Background: an optimization exercise with open tools, aiming at small area, a short achievable clock period and few clock cycles per item. Do not read the settings as production practice.
Only simulation tests tie the RTL to the original design; equivalence was not proved.
Power is estimated from default activity; no workload was simulated.

==> design.v <==
module sleipnir_fr (
    input  wire         clk,
    input  wire         rst,           
    input  wire         in_valid,
    input  wire [7:0]   in_data,
    output wire         in_ready,
    output reg          ev_valid,
    output reg  [2:0]   ev_code,
    output reg  [4:0]   ev_skip,
    output reg  [4:0]   ev_len,
    output reg  [199:0] ev_payload
);
    localparam integer BUF_CAP = 32;
    localparam integer MAX_PAY = 25;    
    localparam [2:0] EV_CKSUM = 3'd0,
                     EV_EMPTY = 3'd1,
                     EV_ACK   = 3'd2,
                     EV_NACK  = 3'd3,
                     EV_FRAME = 3'd4;
    localparam S_IDLE = 1'b0,
               S_SCAN = 1'b1;
    reg [8*BUF_CAP-1:0] buf_q;       
    reg [5:0] cnt_q;
    reg       state_q;
    assign in_ready = (state_q == S_IDLE);
    reg        pre_found;
    reg [4:0]  p;
    reg [15:0] len_field;
    reg [16:0] s;
    reg        trl_found;
    reg [4:0]  t;
    reg [4:0]  m;
    reg [7:0]  x;
    reg        consume;
    reg [5:0]  shift;
    reg [8*BUF_CAP-1:0] pay_all;
    reg [8*MAX_PAY-1:0] pay_mask;
    reg [8*MAX_PAY-1:0] pay;
    reg [2:0]  code;
    integer i;
    always @* begin
        pre_found = 1'b0;
        p = 5'd0;
        for (i = BUF_CAP-2; i >= 0; i = i - 1) begin
            if (i + 1 < cnt_q && buf_q[8*i +: 8] == 8'hA0 && buf_q[8*(i+1) +: 8] == 8'hA1) begin
                pre_found = 1'b1;
                p = i[4:0];
            end
        end
        len_field = 16'd0;
        for (i = 0; i < BUF_CAP-3; i = i + 1)
            if (p == i[4:0])
                len_field = {buf_q[8*(i+2) +: 8], buf_q[8*(i+3) +: 8]};
        s = {12'd0, p} + 17'd5 + {1'b0, len_field};
        trl_found = 1'b0;
        t = 5'd0;
        for (i = BUF_CAP-2; i >= 0; i = i - 1) begin
            if (i + 1 < cnt_q && i >= s && buf_q[8*i +: 8] == 8'h0D && buf_q[8*(i+1) +: 8] == 8'h0A) begin
                trl_found = 1'b1;
                t = i[4:0];
            end
        end
        consume = (cnt_q >= 6'd8) && pre_found && ({1'b0, p} + 6'd4 <= cnt_q) && trl_found;
        m = t - p - 5'd5;
        shift = {1'b0, t} + 6'd2;
        x = 8'd0;
        for (i = 0; i < BUF_CAP; i = i + 1)
            if (i >= p + 4 && i < t)
                x = x ^ buf_q[8*i +: 8];
        pay_all  = buf_q >> {p + 5'd4, 3'b000};
        pay_mask = ~({8*MAX_PAY{1'b1}} << {m, 3'b000});
        pay      = pay_all[8*MAX_PAY-1:0] & pay_mask;
        if (x != 8'd0)
            code = EV_CKSUM;
        else if (m == 5'd0)
            code = EV_EMPTY;
        else if (pay[7:0] == 8'h83)
            code = EV_ACK;
        else if (pay[7:0] == 8'h84)
            code = EV_NACK;
        else
            code = EV_FRAME;
    end
    always @(posedge clk) begin
        if (rst) begin
            cnt_q    <= 6'd0;
            state_q  <= S_IDLE;
            ev_valid <= 1'b0;
        end else begin
            ev_valid <= 1'b0;
            case (state_q)
                S_IDLE: begin
                    if (in_valid) begin
                        if (cnt_q == BUF_CAP) begin
                            buf_q <= {in_data, buf_q[8*BUF_CAP-1:8]};
                        end else begin
                            for (i = 0; i < BUF_CAP; i = i + 1)
                                if (i == cnt_q)
                                    buf_q[8*i +: 8] <= in_data;
                            cnt_q <= cnt_q + 6'd1;
                        end
                        state_q <= S_SCAN;
                    end
                end
                S_SCAN: begin
                    if (consume) begin
                        buf_q    <= buf_q >> {shift, 3'b000};
                        cnt_q    <= cnt_q - shift;
                        ev_valid <= 1'b1;
                        ev_code  <= code;
                        ev_skip  <= p;
                        ev_len   <= m;
                        ev_payload <= pay;
                    end else begin
                        state_q <= S_IDLE;
                    end
                end
            endcase
        end
    end
endmodule
==> run.sh <==
#!/bin/bash
# synth_recipe.tcl (not shown) runs the flow's synth.tcl, then flattens the netlist and writes it again
# the make line also repeats each setting of config.mk as NAME=value (left out here)
make -C /OpenROAD-flow-scripts/flow DESIGN_CONFIG=/design/flow/config.mk WORK_HOME=/design/flow/orfs CLKGATE_MAP_FILE= SYNTH_SCRIPT=/design/flow/synth_recipe.tcl finish
==> config.mk <==
export PLATFORM = sky130hd
export DESIGN_NAME = sleipnir_fr
export DESIGN_NICKNAME = sleipnir_fr
export VERILOG_FILES = /design/flow/design.v
export SDC_FILE = /design/flow/constraint.sdc
export NUM_CORES = 4
export LEC_CHECK = 0
export CAP_MARGIN = 20
export CORE_MARGIN = 2
export CORE_UTILIZATION = 25
export PLACE_DENSITY = 0.38
export SETUP_SLACK_MARGIN = 1.5
export SLEW_MARGIN = 20
==> constraint.sdc <==
create_clock -name core_clock -period 20.0 [get_ports {clk}]
set_input_delay 4.0000 -clock core_clock [delete_from_list [all_inputs] [get_ports {clk}]]
set_output_delay 4.0000 -clock core_clock [all_outputs]
set_load 0.01 [all_outputs]
==> impl_metrics.env <==
export IMPL_status="complete, no violations"
export IMPL_async_flop_share_pct=0
export IMPL_synthTopCellsByArea="edfxtp_1 24%, nand2_1 9.0%, a21oi_1 8.8%"
export IMPL_start_util_pct=25.18
export IMPL_syn_nets=8386
export IMPL_finalSetupViolations=0
export IMPL_hpwlAfterDp_um=414300
export IMPL_drv_cap=0
export IMPL_cts_sinks=477
export IMPL_drtIter0Drc=13494
export IMPL_cp_end_kind="register"
export IMPL_multi_input_area_mm2=0.04056
export IMPL_synth_common_cells="1397 x nand2_1, 1025 x a21oi_1, 1008 x nor2_1"
export IMPL_dr_pass1_iters=9
export IMPL_yosys_area_top_type_share_pct=24.28
export IMPL_wl_per_cell_um=48.07
export IMPL_min_path_type="reg2reg"
export IMPL_synthFlopType="edfxtp_1"
export IMPL_die_y_um=485.6
export IMPL_grt_max_degree=155
export IMPL_crit_start="buf_q[146]$_DFFE_PP_"
export IMPL_slowest_delay_ns=1.08
export IMPL_grt_overflow=0
export IMPL_via_per_inst=6.709
export IMPL_core_mm2=0.2303
export IMPL_critical_path_top_delay_family="simple AND/OR/NAND/NOR gates"
export IMPL_grt_pass1_vias=69452
export IMPL_vias=76713
export IMPL_wl_um=549700
export IMPL_nFillCells=25368
export IMPL_synth_warnings=1
export IMPL_io_pins=226
export IMPL_die_area_mm2=0.2358
export IMPL_worst_slew_pin_slew_ns=1.317
export IMPL_p_per_area_mw_per_mm2=42.90
export IMPL_hold_viol=0
export IMPL_drv_slew=0
export IMPL_arrival_ns=18.73
export IMPL_max_slew_margin_rel_pct=11.62
export IMPL_grtUsageTotal_pct=44.70
export IMPL_setup_tns_ns=0
export IMPL_whs_ns=0.6453
export IMPL_syn_area_mm2=0.05799
export IMPL_ctsHtreeMaxLevel=3
export IMPL_cpMostUsedCell="o21ai_0"
export IMPL_worstSetupPathType="reg2reg"
export IMPL_cts_max_path_buffers=3
export IMPL_postCtsHoldBufs=0
export IMPL_drc=0
export IMPL_syn_avg_cell_area_um2=6.961
export IMPL_root_buffer="clkbuf_16"
export IMPL_synth_edf_count=469
export IMPL_finalNetCount=8349
export IMPL_yosysMostFrequentCell="nand2_1"
export IMPL_fin_crit_sh_pct=91.22
export IMPL_peakVddDrop_v=0.00005643
export IMPL_io_buffers=225
export IMPL_cp_required_ns=20.49
export IMPL_cts_setup_buffers=0
export IMPL_timing_critical_path_buf_inv=10
export IMPL_gp_congestion=1.110
export IMPL_p_leak_nw=25.55
export IMPL_period_needed_ns=18.24
export IMPL_path_clk_slew_ns=0.06
export IMPL_slowest_stage="nand4_1"
export IMPL_cts_tree="done"
export IMPL_drive_gt1_share_pct=11.70
export IMPL_synth_cells=8331
export IMPL_ys_ff_latch=477
export IMPL_antenna_found_initial=92
export IMPL_worstPathMaxFanout=25
export IMPL_cts_buffers=69
export IMPL_cp_start_kind="register"
export IMPL_rows=176
export IMPL_yosys_area_top_type="edfxtp_1"
export IMPL_regArea_mm2=0.01425
export IMPL_fin_skew_ns=0.04933
export IMPL_cts_resized=0
export IMPL_insertion_delay_ns=0.77
export IMPL_worstHoldStart="buf_q[225]$_DFFE_PP_"
export IMPL_synth_cell_types=118
export IMPL_r2r_start="buf_q[146]$_DFFE_PP_"
export IMPL_fmax_mhz=54.81
export IMPL_yosysSeqAreaShare_pct=24.56
export IMPL_area_growth_syn_to_layout_pct=16.96
export IMPL_postRouteAntennaNets=0
export IMPL_fp_dieW_um=485.6
export IMPL_grt_pass1_wl_um=705800
export IMPL_rsz0062_at_grt="false"
worst paths after layout:
kind | to | slack (ns) | cells past startpoint
worst max-delay path | ev_code[2]$_SDFFCE_PP0P_ | 1.76 | 57
worst max register to register | ev_code[2]$_SDFFCE_PP0P_ | 1.76 | 57
worst min-delay path | buf_q[217]$_DFFE_PP_ | 0.65 | 2
worst min register to register | buf_q[217]$_DFFE_PP_ | 0.65 | 2
cells in the final DEF (no fill, tap or decap), drive strengths merged, types with 46 or more instances in the layout:
| master | synthesis | layout |
|---|---|---|
| nand2 | 1397 | 1397 |
| a21oi | 1033 | 1033 |
| nor2 | 1009 | 1009 |
| o21ai | 632 | 632 |
| buf | 199 | 534 |
| edfxtp | 469 | 469 |
| mux2i | 418 | 418 |
| nand3 | 308 | 308 |
| clkdlybuf4s50 | 0 | 225 |
| nor3 | 172 | 172 |
| a211oi | 159 | 159 |
| nor4 | 136 | 136 |
| o22ai | 122 | 122 |
| inv | 111 | 114 |
| mux2 | 113 | 113 |
| xnor2 | 97 | 97 |
| clkbuf | 668 | 83 |
| nand4 | 81 | 81 |
| a31oi | 81 | 81 |
| o211ai | 79 | 79 |
| and3 | 75 | 75 |
| diode | 0 | 62 |
| nor2b | 58 | 58 |
| a22oi | 56 | 56 |
| xor2 | 56 | 56 |
| or4 | 56 | 56 |
| and2 | 50 | 50 |
| o221ai | 46 | 46 |
layer usage:
layer	up-vias	share of wire [%]	track usage, %
met5	-	0.080	0.6940
met3	1875	13	18.89
met1	37907	38	53.97
met2	6575	39	61.21
met4	44	9.8	36.35
li1	30312	-	-
where the power goes:
group | switching [mW] | total (mW) | internal (mW)
registers | 0.0229 | 1.14 | 1.12
clock network | 0.571 | 1.29 | 0.717
logic | 0.369 | 0.481 | 0.111
total | 0.963 | 2.91 | 1.95
worst register-to-register path: cells and delay by family (launching register included):
| family | cells | cell delay, ns |
|---|---|---|
| AND/OR/NAND/NOR | 16 | 6.08 |
| flip-flops | 1 | 0.36 |
| AO/OA/AOI/OAI | 21 | 4.83 |
| buffers and inverters | 10 | 3.17 |
| XOR/XNOR | 4 | 1.71 |
| adder cells (fa/ha/maj) | 6 | 1.81 |
metrics by stage:
step | instances | util (%) | area, um2 | setup WS (ns) | total power, mW
after floorplan | 8331 | - | 58000 | 4.116 | 1.361
after global placement | 11244 | 28.35 | 65300 | 0.9357 | 1.607
after detailed placement | 11248 | 28.40 | 65410 | 2.923 | 1.606
after CTS | 11372 | 29.36 | 67620 | 2.854 | 2.891
after global routing | 11375 | 29.38 | 67680 | 1.654 | 2.952
final | 11435 | 29.45 | 67830 | 1.756 | 2.910
final cells by class:
cell class	count	share of cell area (%)
clock buffers	83	2.686
well taps	3026	5.582
repair buffers	759	9.456
flip-flops and latches	477	21.01
multi-input cells	6868	59.79
diodes	62	0.2287
clock inverters	41	0.5755
inverters	119	0.6733
sequential cells by signal, summed over array words and instances, names as in the netlist:
signal,cells
cnt_q,6
state_q,1
ev_code,3
buf_q,256
ev_len,5
ev_skip,5
ev_payload,200
ev_valid,1
cell families after synthesis:
group / count (synthesis) / share of synthesized area, %
and+or+nand+nor: 3555 / 27.91
DFF: 477 / 24.56
adders and majority gates: 44 / 0.9881
buffers and inverters: 986 / 6.647
AOI/OAI and AO/OA: 2538 / 26.34
muxes: 533 / 9.486
xor gates and xnor gates: 198 / 4.069
Testbench counts, summed over its fixed seeds: cycles 66,182, bytes 32,206.

==> re-timing with driven ports <==
The results above use ideal ports. As a check the final layout listed here was re-extracted and re-timed, cells and wires unchanged.
Step 1, drivers: a clkbuf_16 drives clk and a buf_2 each remaining input, both assumed.
Step 2 also shifts input and output timing later by t, the mid clock arrival at the registers, as if the neighbouring blocks saw the same clock.
Slacks: ideal ports / drivers / drivers and shift; pairs: ideal ports / drivers.
t (ns): 0.841
setup slack, ns: 1.756 / 1.756 / 1.756
worst setup path after step 2: register to register
After both steps this run still meets setup and hold. The setup slack of this run moves by 0.000 ns with the drivers and by 0.000 ns with both steps.
